What follows belongs to an exercise in optimizing a design on an open flow for small area, a short achievable clock period and few clock cycles; a production flow would make more cautious choices. In this exercise RTL edits were held to simulation tests only and were not proved equivalent to the original. Power is estimated from default activity; no workload was simulated.

## job 9815
## fcodec
module fcodec (
    input  wire        clk,
    input  wire        rst,
    input  wire        bus_req,
    input  wire        bus_we,
    input  wire [1:0]  bus_size,    
    input  wire [11:0] bus_addr,
    input  wire [31:0] bus_wdata,
    output wire        bus_ready,
    output reg  [31:0] bus_rdata,
    output wire        bus_err
);
    localparam [2:0] OP_NOP = 3'd0, OP_ENCODE = 3'd1, OP_DECODE = 3'd2, OP_VERIFY = 3'd3;
    localparam [3:0] ERR_OK = 4'd0, ERR_NAR = 4'd1, ERR_TRUNC = 4'd2, ERR_ILL = 4'd3;
    localparam [2:0] TAG_NONE = 3'd0, TAG_V = 3'd1, TAG_I = 3'd2, TAG_P = 3'd3,
                     TAG_STR = 3'd4, TAG_UNK = 3'd5;
    function [7:0] sum4;
        input [31:0] w;
        sum4 = w[7:0] + w[15:8] + w[23:16] + w[31:24];
    endfunction
    function prn;
        input [7:0] b;
        prn = (b >= 8'h20) && (b <= 8'h7E);
    endfunction
    function [2:0] pc4;
        input [31:0] w;
        pc4 = {2'd0, prn(w[7:0])} + {2'd0, prn(w[15:8])} +
              {2'd0, prn(w[23:16])} + {2'd0, prn(w[31:24])};
    endfunction
    function [6:0] inc7;
        input [6:0] a;
        integer n;
        begin
            for (n = 0; n < 7; n = n + 1)
                inc7[n] = a[n] ^ (&(a | ~((7'd1 << n) - 7'd1)));
        end
    endfunction
    function lt7;
        input [6:0] a, b;
        integer n;
        reg     eq;
        begin
            lt7 = 1'b0;
            eq  = 1'b1;
            for (n = 6; n >= 0; n = n - 1) begin
                lt7 = lt7 | (eq & !a[n] & b[n]);
                eq  = eq & (a[n] == b[n]);
            end
        end
    endfunction
    function [31:0] below;
        input [31:0] w;
        input [1:0]  n;
        below = w & ((32'd1 << (8 * n)) - 32'd1);
    endfunction
    reg  [2:0]  ctrl_op;
    reg  [1:0]  ctrl_sel;
    reg  [3:0]  st_err;
  ...
export LEC_CHECK = 0
export CAP_MARGIN = 30
export CORE_MARGIN = 2
export CORE_UTILIZATION = 40
export CTS_CLUSTER_DIAMETER = 100
export CTS_CLUSTER_SIZE = 20
export PLACE_DENSITY = 0.5
export SETUP_SLACK_MARGIN = 5
export SLEW_MARGIN = 30
create_clock -name core_clock -period 12.0 [get_ports {clk}]
standard.sh (not shown) runs the stock make flow with config.mk's settings and CLKGATE_MAP_FILE= SYNTH_SCRIPT=/design/flow/synth_recipe.tcl, a recipe that flattens the netlist after the stock synthesis.
==> flow/flow/run.sh <==
#!/bin/bash
# Layout: the standard ORFS flow (standard.sh), with timing-driven global
# placement weighting the most critical nets more strongly. ORFS writes each
# tool's output to its own logs (orfs/logs/...); make's output goes to
# make.log here.
set -euo pipefail
bash standard.sh finish \
  "GLOBAL_PLACEMENT_ARGS=-timing_driven_net_weight_max 5 -timing_driven_nets_percentage 5" \
  > make.log 2>&1
Testbench counts of job 9815, summed over its fixed seeds: cycles 138,024.
Here is what was changed in the inputs of job 4283 compared with job 9815.
==> flow/run.sh (new file) <==
#!/bin/bash
# synth_recipe.tcl (not shown) runs the flow's synth.tcl, then flattens the netlist and writes it again
# the make line also repeats each setting of config.mk as NAME=value (left out here)
make -C /OpenROAD-flow-scripts/flow DESIGN_CONFIG=/design/flow/config.mk WORK_HOME=/design/flow/orfs CLKGATE_MAP_FILE= SYNTH_SCRIPT=/design/flow/synth_recipe.tcl finish
removed: flow/flow/run.sh
removed: flow/standard.sh
Findings:
On final-layout clock buffer total: between job 4283 and job 9815, it ends up higher for job 9815. Looking at timing startpoint of the critical path, the bus_addr[10] result is from job 4283; the bus_addr[5] one comes from job 9815. Job 9815 -> job 4283: routed wire length increased by a few percent. On final cell count without fillers, job 4283 and job 9815 are neck and neck. Taking job 9815 as the reference, in job 4283 number of vias in the routed layout higher, top achievable clock speed down 1.2%, final area did not really move. Job 4283: PASS, flow complete, no timing, DRC or antenna violations. The fraction of cell area in non-clock buffers on job 4283 is in line with that on job 9815. Going from job 9815 to job 4283, wire length of the first global-routing pass grows by about 3.7%. Comparing job 9815 with job 4283, the flip-flop and latch count came out essentially unchanged. Area overhead of the layout relative to synthesis across job 4283 and job 9815: no real change.
Relative to job 4283, the following input files were edited for job 8143:
- swapping 0.5 for 0.58 in PLACE_DENSITY
- swapping 40 for 47 in CORE_UTILIZATION
### Flow results
Summary — core occupancy in the finished layout, job 8143 relative to job 4283: higher, by 7.9 points.
Number of instances resized during post-cts repair is higher on job 4283
The multi-input combinational area share was comparable across job 4283 and job 8143.
The final reports for job 8143 and job 4283 show final non-filler cell total lower in the former.
Finished layout cell area improves in job 8143 relative to job 4283.
Relative to job 8143, the following input files were edited for job 7103:
- putting TNS_END_PERCENT at 30 where nothing was set
- swapping 0.58 for 0.5 in PLACE_DENSITY
- swapping 47 for 40 in CORE_UTILIZATION
No stage failed in job 7103, and the final checks on the layout all came back clean. Actual transition at the worst max-transition pin: job 7103 < job 8143. For the iteration count of the initial detailed-routing pass, job 7103 came in 11 lower than job 8143 did. Compared with job 8143, in job 7103 total power grew by 0.54%; number of setup buffers added after CTS did not really move; worst hold slack across all endpoints grew by 0.0038 ns. Summary of the comparison: number of cells on the critical path is higher in job 7103, relative to job 8143. Die area up 17% in job 7103 wrt job 8143.
The following lists how job 3241 was set up differently from job 7103:
- removing TNS_END_PERCENT (formerly 30)
- setting GPL_ROUTABILITY_DRIVEN to 0 for the first time
## What came out
Relative to job 7103, the share of the clock period used by the worst path of job 3241 is higher by 1.5 points.
Changes observed in job 3241 relative to job 7103: total power has decreased, area of combinational cells with multiple inputs rose 240 sq um, cell count went down 0.80%.
Job 3241 vs job 7103, first element of the critical path: bus_addr[5] vs bus_addr[9]
## Diff of input files: job 6614 against job 3241
- removing GPL_ROUTABILITY_DRIVEN (formerly 0)
- changing CAP_MARGIN from 30 to 40
- changing SLEW_MARGIN from 30 to 65
Notes after the runs:
Per the comparison of job 6614 with job 3241, number of signal-net buffers in the layout increased about 46%, setup slack climbed 0.37 ns, via count of the first global-routing pass grew by 3480.
Job 3241 finished every stage and its layout cleared the timing, design-rule and antenna checks.
Job 6614 finished every step from synthesis to the final layout, and the layout passed the timing, design-rule and antenna checks.

* * *

## JK
fcodec, a different RTL version from the one above (not shown whole).
Size in the first run: ~17000 cells after synthesis, roughly 6500 flip-flops, roughly 260000 µm² of cells after synthesis.
==> flow/design.v (excerpt) <==
module fcodec (
    input  wire        clk,
    input  wire        rst,
    input  wire        bus_req,
    input  wire        bus_we,
    input  wire [1:0]  bus_size,    
    input  wire [11:0] bus_addr,
    input  wire [31:0] bus_wdata,
    output wire        bus_ready,
    output reg  [31:0] bus_rdata,
    output wire        bus_err
);
    localparam [2:0] OP_NOP = 3'd0, OP_ENCODE = 3'd1, OP_DECODE = 3'd2, OP_VERIFY = 3'd3;
    localparam [3:0] ERR_OK = 4'd0, ERR_NAR = 4'd1, ERR_TRUNC = 4'd2, ERR_ILL = 4'd3;
    localparam [2:0] TAG_NONE = 3'd0, TAG_V = 3'd1, TAG_I = 3'd2, TAG_P = 3'd3,
                     TAG_STR = 3'd4, TAG_UNK = 3'd5;
    function [7:0] sum4;
        input [31:0] w;
        sum4 = w[7:0] + w[15:8] + w[23:16] + w[31:24];
    endfunction
    function prn;
        input [7:0] b;
        prn = (b >= 8'h20) && (b <= 8'h7E);
    endfunction
    function [2:0] pc4;
        input [31:0] w;
        pc4 = {2'd0, prn(w[7:0])} + {2'd0, prn(w[15:8])} +
              {2'd0, prn(w[23:16])} + {2'd0, prn(w[31:24])};
    endfunction
    function [6:0] inc7;
        input [6:0] a;
        integer n;
        begin
            for (n = 0; n < 7; n = n + 1)
                inc7[n] = a[n] ^ (&(a | ~((7'd1 << n) - 7'd1)));
        end
    endfunction
    function lt7;
        input [6:0] a, b;
        integer n;
        reg     eq;
        begin
            lt7 = 1'b0;
            eq  = 1'b1;
            for (n = 6; n >= 0; n = n - 1) begin
                lt7 = lt7 | (eq & !a[n] & b[n]);
                eq  = eq & (a[n] == b[n]);
            end
  ...
clock: 12.0 ns
lec_check: 0
cap_margin: 30
core_margin: 2
core_utilization: 47
cts_cluster_diameter: 100
cts_cluster_size: 20
place_density: 0.58
setup_slack_margin: 5
slew_margin: 30
run.sh (not shown) runs the stock make flow with config.mk's settings and CLKGATE_MAP_FILE= SYNTH_SCRIPT=/design/flow/synth_recipe.tcl, a recipe that flattens the netlist after the stock synthesis.
Stock flow here: none of the scripts above is used.
JK | status: complete | timing, DRC, antenna: pass
Testbench counts of JK, summed over its fixed seeds: cycles 138,024.
Input-level comparison between MS and JK:
- changing CORE_UTILIZATION from 47 to 40
- changing PLACE_DENSITY from 0.58 to 0.5
==> flow/flow/run.sh (new file) <==
#!/bin/bash
# Layout: the standard ORFS flow (standard.sh), with the bus pins kept
# together on the top edge (flow/io.tcl). ORFS writes each tool's output to
# its own logs (orfs/logs/...); make's output goes to make.log here.
set -euo pipefail
bash standard.sh finish IO_CONSTRAINTS="$PWD/flow/io.tcl" > make.log 2>&1
==> flow/flow/io.tcl (new file) <==
# Keep the bus pins together in the middle of the top edge, so that the
# read-data and handshake logic between them stays compact.
set die [ord::get_db_block]
set w [expr {[[$die getDieArea] dx] / [$die getDbUnitsPerMicron]}]
set lo [expr {int($w * 0.35)}]
set hi [expr {int($w * 0.65)}]
set_io_pin_constraint -region top:$lo-$hi -pin_names {bus_req bus_we bus_size[0] bus_size[1] bus_addr[0] bus_addr[1] bus_addr[2] bus_addr[3] bus_addr[4] bus_addr[5] bus_addr[6] bus_addr[7] bus_addr[8] bus_addr[9] bus_addr[10] bus_addr[11] bus_rdata[0] bus_rdata[1] bus_rdata[2] bus_rdata[3] bus_rdata[4] bus_rdata[5] bus_rdata[6] bus_rdata[7] bus_rdata[8] bus_rdata[9] bus_rdata[10] bus_rdata[11] bus_rdata[12] bus_rdata[13] bus_rdata[14] bus_rdata[15] bus_rdata[16] bus_rdata[17] bus_rdata[18] bus_rdata[19] bus_rdata[20] bus_rdata[21] bus_rdata[22] bus_rdata[23] bus_rdata[24] bus_rdata[25] bus_rdata[26] bus_rdata[27] bus_rdata[28] bus_rdata[29] bus_rdata[30] bus_rdata[31] bus_ready bus_err bus_wdata[0] bus_wdata[1] bus_wdata[2] bus_wdata[3] bus_wdata[4] bus_wdata[5] bus_wdata[6] bus_wdata[7] bus_wdata[8] bus_wdata[9] bus_wdata[10] bus_wdata[11] bus_wdata[12] bus_wdata[13] bus_wdata[14] bus_wdata[15] bus_wdata[16] bus_wdata[17] bus_wdata[18] bus_wdata[19] bus_wdata[20] bus_wdata[21] bus_wdata[22] bus_wdata[23] bus_wdata[24] bus_wdata[25] bus_wdata[26] bus_wdata[27] bus_wdata[28] bus_wdata[29] bus_wdata[30] bus_wdata[31]}
==> flow/standard.sh (new file) <==
#!/bin/bash
# synth_recipe.tcl (not shown) runs the flow's synth.tcl, then flattens the netlist and writes it again
# the make line also repeats each setting of config.mk as NAME=value (left out here)
make -C /OpenROAD-flow-scripts/flow DESIGN_CONFIG=/design/flow/config.mk WORK_HOME=/design/flow/orfs CLKGATE_MAP_FILE= SYNTH_SCRIPT=/design/flow/synth_recipe.tcl "${@:-finish}"
removed: flow/run.sh
==> comparison <==
MS vs. JK: setup slack after layout shows a reduction of 0.11 ns, portion of total power attributed to combinational logic level, design area went up about 1%, die area shows an increase of 17%, post-route total power now larger.
Input changes introduced in AL (baseline for comparison: MS):
==> flow/flow/run.sh <==
#!/bin/bash
# Layout: the standard ORFS flow (standard.sh) with two changes: the bus
# pins are kept together on the top edge (flow/io.tcl), and timing-driven
# global placement weights the most critical nets more strongly. ORFS writes
# each tool's output to its own logs (orfs/logs/...); make's output goes to
# make.log here.
set -euo pipefail
bash standard.sh finish \
  IO_CONSTRAINTS="$PWD/flow/io.tcl" \
  "GLOBAL_PLACEMENT_ARGS=-timing_driven_net_weight_max 5 -timing_driven_nets_percentage 5" \
  > make.log 2>&1
==> comparison <==
Row average routed wire per standard cell: AL lower / MS higher. Higher clock skew was reported by MS, not AL. Switching power in AL is 0.51% higher than in MS. Between MS and AL, the overall fraction of global-route tracks in use does not differ in any meaningful way. Combinational fraction of design power ended up 0.3 points higher on AL than on MS.
#### Input delta (TR over AL)
==> flow/flow/run.sh <==
#!/bin/bash
# Layout: the standard ORFS flow (standard.sh), with timing-driven global
# placement weighting the most critical nets more strongly. ORFS writes each
# tool's output to its own logs (orfs/logs/...); make's output goes to
# make.log here.
set -euo pipefail
bash standard.sh finish \
  "GLOBAL_PLACEMENT_ARGS=-timing_driven_net_weight_max 5 -timing_driven_nets_percentage 5" \
  > make.log 2>&1
removed: flow/flow/io.tcl
--- outcome ---
Between AL and TR, the difference in wire length of the first global-routing pass is negligible.
Sort AL and TR by critical path depth desc -> top: TR
The non-clock buffer count number comes out higher for AL vs TR.
Relative to AL, multi-input logic area has decreased by about 0.75% in TR.
Between AL and TR, the difference in wire length is negligible.
TR: slack of the worst reg-to-reg path 0.06 ns below AL
AL → TR: arrival time at the worst endpoint -0.07 ns; peak per-stage delay on the critical path -0.08 ns; highest attainable clock frequency +0.88%.
TR vs AL: fraction of power consumed by the clock network up in TR
TR has sequential share of cell area above what AL had.

==> what the ideal ports hide <==
How much do the figures lean on ideal ports? The routed layouts below were timed once more, with nothing changed but the port constraints.
Step 1 (the two cells are an assumption about what drives the block):
set clk [get_ports {clk}]
set_driving_cell -lib_cell sky130_fd_sc_hd__clkbuf_16 $clk
set_driving_cell -lib_cell sky130_fd_sc_hd__buf_2 [delete_from_list [all_inputs] $clk]
Step 2, shift: input delay + t, output delay - t, t = (earliest + latest rising clock arrival at the registers) / 2. This alone moves slack from input paths to output paths.
Slacks: ideal / step 1 / step 2; pairs: ideal / step 1.
run | t (ns) | slack for setup (ns) | worst slew at a driven data input, ns
job 9815 | 1.256 | 4.623 / 4.325 / 3.563 | 0.44
job 4283 | 1.237 | 4.536 / 4.379 / 3.595 | 0.45
job 8143 | 1.226 | 4.466 / 4.145 / 3.521 | 0.44
job 7103 | 1.253 | 4.624 / 4.445 / 3.416 | 0.43
job 3241 | 1.240 | 4.450 / 4.186 / 3.473 | 0.41
job 6614 | 1.230 | 4.823 / 4.640 / 3.676 | 0.43
JK | 1.187 | 4.717 / 4.336 / 3.532 | 0.50
MS | 1.216 | 4.605 / 4.329 / 3.574 | 0.31
AL | 1.217 | 4.622 / 4.418 / 3.635 | 0.24
TR | 1.240 | 4.687 / 4.287 / 3.271 | 0.57
After both steps every run listed still meets setup and hold. The setup slack of TR, which loses most, moves by -0.400 ns with the drivers and by -1.416 ns with both steps.
